Context: an optimization exercise on an open-source flow, tuned for small area, a short achievable clock period and few clock cycles. The choices shown serve that exercise and are no tape-out recipe. Only simulation tests tie the RTL to the original design; equivalence was not proved.

## design/flow/config.mk

```make
export PLATFORM = sky130hd
export DESIGN_NAME = dither_mono
export DESIGN_NICKNAME = dither_mono
export VERILOG_FILES = /design/flow/design.v
export SDC_FILE = /design/flow/constraint.sdc
export NUM_CORES = 4
export LEC_CHECK = 0
export CAP_MARGIN = 20
export CORE_MARGIN = 2
export CORE_UTILIZATION = 40
export PLACE_DENSITY = 0.6
export SLEW_MARGIN = 20
```

## design/flow/constraint.sdc

```tcl
create_clock -name core_clock -period 13.0 [get_ports {clk}]
set_input_delay 2.6000 -clock core_clock [delete_from_list [all_inputs] [get_ports {clk}]]
set_output_delay 2.6000 -clock core_clock [all_outputs]
set_load 0.01 [all_outputs]
```

## design/flow/design.v

```verilog
module dither_mono #(
    parameter W = 32
) (
    input  wire        clk,
    input  wire        rst,
    input  wire        in_valid,
    output wire        in_ready,
    input  wire [15:0] in_pixel,
    input  wire        in_sof,
    input  wire [7:0]  cfg_thr,
    input  wire        cfg_dither,
    output wire        out_valid,
    input  wire        out_ready,
    output wire [7:0]  out_byte
);
    function [5:0] intensity(input [15:0] p);
        reg [5:0] a, b, c, m;
        begin
            a = {p[4:0], 1'b0};
            b = p[10:5];
            c = {p[15:11], 1'b0};
            m = (a > b) ? a : b;
            intensity = (m > c) ? m : c;
        end
    endfunction
    reg        in_ready_r;
    reg        iv;
    reg [15:0] ipix;
    reg        isof;
    reg [5:0]  ithr;
    reg        idith;
    wire acc_in = in_valid & in_ready_r;
    assign in_ready = in_ready_r;
    always @(posedge clk) begin
        if (in_ready_r) begin
            ipix  <= in_pixel;
            isof  <= in_sof;
            ithr  <= cfg_thr[7:2];
            idith <= cfg_dither;
        end
    end
    reg [5:0]  pb [0:31];
    reg [5:0]  cnt;           
    reg [4:0]  wx;            
    reg        w_wdir;        
    reg        w_rdir;        
    reg        w_odd, w_first, w_dith;
    reg [5:0]  w_t6;
    wire       f_go;
    wire       pb_wr = iv & (~cnt[5] | f_go);
    wire       w_new = (wx == 5'd0);
    wire       wdir_eff = w_new ? w_rdir : w_wdir;
    wire [4:0] wp = wx ^ {5{wdir_eff}};
    wire       iv_n  = acc_in | (iv & ~pb_wr);
    wire [5:0] cnt_n = cnt + {5'd0, pb_wr} - {5'd0, f_go};
    always @(posedge clk) begin
        if (pb_wr)
            pb[wp] <= intensity(ipix);
    end
    always @(posedge clk) begin
        if (rst) begin
            in_ready_r <= 1'b1;
            iv         <= 1'b0;
            cnt        <= 6'd0;
            wx         <= 5'd0;
            w_rdir     <= 1'b0;
            w_wdir     <= 1'b0;
            w_odd      <= 1'b1;
        end else begin
            in_ready_r <= ~iv_n | ~cnt_n[5];
            iv         <= iv_n;
            cnt        <= cnt_n;
            if (pb_wr) begin
                wx <= wx + 5'd1;
                if (w_new) begin
                    w_wdir <= w_rdir;
                    if (isof) begin
                        w_odd   <= 1'b0;
                        w_first <= 1'b1;
                        w_t6    <= ithr;
                        w_dith  <= idith;
                    end else begin
                        w_odd   <= ~w_odd;
                        w_first <= 1'b0;
                        w_rdir  <= w_rdir ^ ~w_odd;
                    end
                end
            end
        end
    end
    reg [4:0]  rk;            
    reg        r_odd, r_first, r_dith, r_rdir;
    reg [5:0]  r_t6;
    wire       rs      = (rk == 5'd0);
    wire       f_odd   = rs ? w_odd   : r_odd;
    wire       f_first = rs ? w_first : r_first;
    wire       f_dith  = rs ? w_dith  : r_dith;
    wire       f_rdir  = rs ? w_rdir  : r_rdir;
    wire [5:0] f_t6    = rs ? w_t6    : r_t6;
    wire [4:0] rp      = rk ^ {5{f_rdir}};
    wire [4:0] fx      = rk ^ {5{f_odd}};
    wire [5:0] rk_cnt  = {1'b0, rk} + cnt;
    wire       avail   = f_odd ? rk_cnt[5] : (cnt != 6'd0);
    reg               fr_valid;
    reg signed [7:0]  fr_base, fr_bt, fr_bm;
    reg               fr_ndon, fr_dith, fr_odd, fr_last, fr_rs;
    reg [4:0]         fr_x;
    reg signed [6:0]  el [0:31];   
    reg signed [5:0]  accA;        
    reg signed [3:0]  accB;        
    wire signed [5:0] accA_n;
    wire signed [3:0] accB_n;
    wire              a_we;
    wire [4:0]        a_wpos;
    wire signed [6:0] a_wdata;
    wire              x_go;
    wire              caseA = x_go & fr_last;
    wire signed [6:0] err0  = caseA ? {{3{accB_n[3]}}, accB_n} : {accA_n[5], accA_n};
    wire signed [6:0] errl  = (a_we && a_wpos == fx) ? a_wdata : el[fx];
    wire signed [6:0] err   = f_first ? 7'sd0 : (rs ? err0 : errl);
    wire [5:0]        v     = pb[rp];
    wire signed [7:0] base  = $signed({2'b00, v}) + err;
    assign f_go = avail & (~fr_valid | x_go);
    always @(posedge clk) begin
        if (rst) begin
            rk       <= 5'd0;
            fr_valid <= 1'b0;
        end else begin
            if (f_go) begin
                rk <= rk + 5'd1;
                if (rs) begin
                    r_odd   <= w_odd;
                    r_first <= w_first;
                    r_dith  <= w_dith;
                    r_rdir  <= w_rdir;
                    r_t6    <= w_t6;
                end
            end
            if (f_go)
                fr_valid <= 1'b1;
            else if (x_go)
                fr_valid <= 1'b0;
        end
        if (f_go) begin
            fr_base <= base;
            fr_bt   <= base + $signed({2'b11, ~f_t6});
            fr_bm   <= base - 8'sd63;
            fr_ndon <= (v > f_t6);
            fr_dith <= f_dith;
            fr_odd  <= f_odd;
            fr_last <= (rk == 5'd31);
            fr_rs   <= rs;
            fr_x    <= fx;
        end
    end
    reg signed [5:0]  carry;
    wire signed [7:0] xacc = fr_base + carry;
    wire signed [7:0] xs   = fr_bt + carry;
    wire signed [7:0] xa63 = fr_bm + carry;
    wire              on   = ~xs[7];
    wire signed [6:0] e    = on ? xa63[6:0] : xacc[6:0];
    wire signed [10:0] e7x = e * 7;
    wire signed [10:0] e5x = e * 5;
    wire signed [5:0] q7   = e7x >>> 4;
    wire signed [5:0] q5   = e5x >>> 4;
    wire              dbit = fr_dith ? on : fr_ndon;
    reg  [31:0] dec;
    reg  [3:0]  pend;
    reg  [1:0]  nb;
    reg         ov;
    reg  [7:0]  ob;
    wire        cap       = ~ov & pend[nb];
    wire [1:0]  xg        = fr_x[4:3];
    wire        dec_block = pend[xg] & ~(cap & (nb == xg));
    assign x_go = fr_valid & ~dec_block;
    wire        bdone     = fr_odd ? (fr_x[2:0] == 3'd0) : (fr_x[2:0] == 3'd7);
    reg               er_valid, er_rs, er_odd;
    reg signed [6:0]  er_e;
    reg [4:0]         er_x;
    always @(posedge clk) begin
        if (rst) begin
            carry    <= 6'sd0;
            er_valid <= 1'b0;
            pend     <= 4'd0;
            nb       <= 2'd0;
            ov       <= 1'b0;
        end else begin
            if (x_go) begin
                if (fr_last)
                    carry <= (f_go & ~f_first) ? q5 : 6'sd0;
                else
                    carry <= q7;
            end
            er_valid <= x_go;
            pend <= (pend & ~(cap ? (4'd1 << nb) : 4'd0))
                  | ((x_go & bdone) ? (4'd1 << xg) : 4'd0);
            if (cap)
                nb <= nb + 2'd1;
            ov <= cap | (ov & ~out_ready);
        end
        if (x_go) begin
            dec[fr_x] <= dbit;
            er_e      <= e;
            er_rs     <= fr_rs;
            er_x      <= fr_x;
            er_odd    <= fr_odd;
        end
        if (cap)
            ob <= dec[nb*8 +: 8];
    end
    assign out_valid = ov;
    assign out_byte  = ob;
    wire signed [10:0] a7x = er_e * 7;
    wire signed [10:0] a5x = er_e * 5;
    wire signed [10:0] a3x = er_e * 3;
    wire signed [5:0]  aq7 = a7x >>> 4;
    wire signed [5:0]  aq5 = a5x >>> 4;
    wire signed [4:0]  aq3 = a3x >>> 4;
    wire signed [6:0]  aq1w = er_e - aq7 - aq5 - aq3;
    wire signed [3:0]  aq1 = aq1w[3:0];
    assign a_we    = er_valid & ~er_rs;
    assign a_wpos  = er_odd ? er_x + 5'd1 : er_x - 5'd1;
    assign a_wdata = accA + aq3;
    assign accA_n  = er_valid ? (er_rs ? aq5 : accB + aq5) : accA;
    assign accB_n  = er_valid ? aq1 : accB;
    always @(posedge clk) begin
        accA <= accA_n;
        accB <= accB_n;
        if (a_we)
            el[a_wpos] <= a_wdata;
    end
endmodule
```

## design/flow/run.sh

```bash
#!/bin/bash
# synth_recipe.tcl (not shown) runs the flow's synth.tcl, then flattens the netlist and writes it again
# the make line also repeats each setting of config.mk as NAME=value (left out here)
make -C /OpenROAD-flow-scripts/flow DESIGN_CONFIG=/design/flow/config.mk WORK_HOME=/design/flow/orfs CLKGATE_MAP_FILE= SYNTH_SCRIPT=/design/flow/synth_recipe.tcl finish
```

==> summary.txt <==
sequential cells by signal (all words and copies together) (netlist names), 6 cells and up:
name	flops
er_e	7
carry	6
w_t6	6
r_t6	6
el	224
fr_base	7
cnt	6
fr_bt	8
pb	192
accA	6
dec	32
fr_bm	7
ipix	16
ithr	6
ob	8
through the flow:
step                instances  setup WS (ns)  area [um^2]
floorplan                1967           6.02        28300
global placement         2902           5.06        29900
detailed placement       2902           4.98        29900
CTS                      3014           4.94        31900
global route             3014           4.31        31900
finish                   3014           4.99        31900
worst reg2reg max path: cells and delay by family (launching register included):
kind,cells,cell delay [ns]
adder cells (fa/ha/maj),8,3.05
AO/OA/AOI/OAI,9,1.62
XOR/XNOR,5,1.53
AND/OR/NAND/NOR,7,0.75
flip-flops,1,0.51
buffers and inverters,5,0.31
kinds of logic after synthesis:
group,Yosys count,synth area share
mux,202,0.121
xor+xnor,97,0.0313
flops,590,0.609
buf+inv,194,0.0273
simple gates,434,0.0687
compound gates,291,0.0665
fa+ha+maj,159,0.0763
synth_stat cells (6+ instances only):
master,number
clkbuf_1,37
a22oi_1,9
buf_2,13
a21o_1,12
edfxtp_1,544
o21ai_0,63
buf_1,9
nand4_1,8
dfxtp_1,46
nand3_1,31
or3_1,8
a211oi_1,25
xor2_1,27
a31oi_1,10
xnor2_1,67
mux2_2,38
a22o_1,8
fa_1,23
nand2_1,131
o221ai_1,6
o21a_1,6
nor2b_1,31
mux2i_1,55
inv_1,124
nand2b_1,9
and3_1,6
ha_1,136
nor2_1,162
a21oi_1,81
nor3_1,18
o21bai_1,12
o211ai_1,11
and2_1,13
mux4_2,107
final cells by class:
| type | instances | area (um^2) |
|---|---|---|
| Clock buffer | 67 | 1530 |
| Clock inverter | 45 | 512 |
| Fill cell | 6135 | 38100 |
| Inverter | 129 | 487 |
| Multi-Input combinational cell | 1183 | 10400 |
| Sequential cell | 590 | 17300 |
| Tap cell | 940 | 1180 |
| Timing Repair Buffer | 60 | 538 |
layer usage:
| layer | wire length (um) | track usage | up-vias |
|---|---|---|---|
| met2 | 29000 | 0.277 | 366 |
| met1 | 26200 | 0.215 | 8138 |
| met5 | 0 | 0 | - |
| met4 | 1790 | 0.0554 | 0 |
| li1 | - | - | 7560 |
| met3 | 2790 | 0.0265 | 103 |
how the worst max path moves through the flow:
stage	start	end
finish	er_e[2]$_DFFE_PP_	fr_bt[7]$_DFFE_PP_
global route	er_e[2]$_DFFE_PP_	fr_bt[7]$_DFFE_PP_
CTS	er_e[2]$_DFFE_PP_	fr_bt[7]$_DFFE_PP_
detailed placement	er_e[2]$_DFFE_PP_	fr_bt[7]$_DFFE_PP_
global placement	er_e[2]$_DFFE_PP_	fr_bt[7]$_DFFE_PP_
floorplan	er_e[2]$_DFFE_PP_	fr_bt[7]$_DFFE_PP_
cell usage in the layout, fill, tap and decap left out, drive strengths merged, types with 6 or more instances in the layout:
cell type	Yosys	layout
and2	14	14
a21oi	82	82
inv	127	132
o211ai	11	11
nand3	32	32
o21bai	12	12
o221ai	6	6
mux2	38	38
nand4	8	8
a22o	8	8
clkdlybuf4s50	0	36
xor2	27	27
nand2	131	131
bufinv	0	10
nor2b	31	31
buf	28	24
a31oi	10	10
a22oi	9	9
nor3	18	18
and3	6	6
or3	8	8
clkinv	2	30
nand2b	9	9
mux2i	57	57
o21a	6	6
xnor2	68	68
nor2	162	162
mux4	107	107
edfxtp	544	544
fa	23	23
a21o	12	12
dfxtp	46	46
ha	136	136
a211oi	25	25
clkbuf	37	67
o21ai	67	67
==> key figures <==
Run status
  – Status: complete, no violations

Critical path
  – Instance count on the critical path: 34
  – CP top delay family: adder cells
  – FF-to-FF Start: er_e[2]$_DFFE_PP_
  – Worst R2R Setup Slack: ~5 ns
  – Critical Path Start Type: flip-flop
  – WP data required: 13.38 ns
  – Buf+Inv Stages, Crit Path: 5
  – CP max FO: 7
  – Crit end category: flip-flop
  – CP Class: reg2reg
  – Reg2Reg Capture Point: fr_bt[7]$_DFFE_PP_
  – Crit-path max cell delay: 0.51 ns
  – Slowest cell on crit path: edfxtp_1
  – Worst path arrival time: 8.39 ns
  – R2R cell count: 34

STA
  – Fmax: ~0.12 GHz
  – WHS: 0.421 ns
  – Post-Route Skew: 0.0217 ns
  – Worst slew pin tran: 1.07 ns
  – Post-route minimum period: 8.01 ns
  – Final Cycle Share: 0.616
  – Final setup vio count: 0
  – Slew Viols, Final: 0
  – RSZ-0062 raised after global routing: no
  – Rel. slew slack: 0.284
  – Final Hold Vio Count: 0
  – Setup TNS: 0 ns

CTS
  – TritonCTS clock tree: yes
  – TritonCTS Buffers: 60
  – CTS HTree Levels: 2
  – Post-CTS Setup Bufs: 0
  – Worst-path clk slew: 0.07 ns
  – Post-CTS Resized: 0
  – CTS Root Cell: clkbuf_16
  – Sink Count: 590
  – Clock latency (worst-skew pair): 0.63 ns
  – Post-CTS Hold Fix Bufs: 0
  – Max Buffers Root-to-Sink: 3

Layout
  – Share of cells above drive strength 1: 0.144
  – Antenna Cells: 0
  – Area grow syn2layout: 12.7%
  – Nets@finish: around 2200
  – Final Core Density: 0.456

Synth
  – Post-synth ARST share: 0
  – Synth top area share: 0.577
  – Post-synth EDFFs: ~540
  – Syn nets: 2156
  – Post-Syn Area: 28300 um^2
  – Leading area contributor after synthesis: edfxtp_1
  – Post-synth top flop: edfxtp_1
  – Synth area leaders: edfxtp_1, mux4_2, ha_1, dfxtp_1, nor2_1
  – FF+latch count, synth: 590
  – Average size of a mapped cell: 14.4 um^2
  – Sequential area share after synthesis: 0.609
  – Syn. warnings: 1
  – Distinct cells, synth: 77
  – Cells after Synth: between 1500 and 2000

Global routing
  – Vias in the first global route: 16600
  – Largest net degree at the start of global routing: 58
  – Initial antenna violation count: 1
  – GR Overflow Total: 0
  – Global-route wire length before repair: 93.6 mm
  – Total GRT Usage: 0.164

Routing
  – Routed Antenna Nets: 0
  – Drt first-iter violations: about 1200
  – Via count: around 16000
  – Drt drc: 0
  – Pre-antenna DRT Iters: 6
  – WL/cell: 19.9 um
  – Vias per cell: 5.36
  – Routed Wire Length: ~60 mm

Die
  – DIE AREA: 73000 um^2
  – Die H: about 270 um
  – Core Region: 70000 um^2
  – Core Rows: between 90 and 100
  – Ports: 40
  – Die width: 270 um
  – Initial core utilization: 0.405

Min path
  – Hold wc startpoint: fr_rs$_DFFE_PP_
  – Hold Path Class: reg2reg
  – Hold Path Sink: er_rs$_DFFE_PP_
  – Hold Path Stages: 0

Flow run
  – Max Cap Viol: 0

Placement
  – I/O Buffers: 37
  – Final Wtd Congestion: 0.866
  – Hpwl dp: around 40 mm
Testbench counts, summed over its fixed seeds: cycles 20,933.

port drivers added, routing unchanged:
How much do the figures lean on ideal ports? The routed layout below was timed once more, with nothing changed but the port constraints.
Step 1: set_driving_cell puts a clkbuf_16 on clk and a buf_2 on each other input, an assumption about the parent block.
Step 2 adds t to the input delays and takes it off the output delays; t is the mean of the earliest and latest rising clock arrival at the registers after step 1. Input paths then give back, and output paths get back, about the clock's delay inside the block.
a / b / c = ideal / step 1 / step 2; a / b = the first two.
t, ns: 0.680
setup WS [ns]: 4.995 / 4.995 / 4.995
latest minus earliest clock arrival (ns): 0.027 / 0.027
After both steps this run still meets setup and hold. For this run, drivers alone change the setup slack by 0.000 ns; drivers and shift together by 0.000 ns.
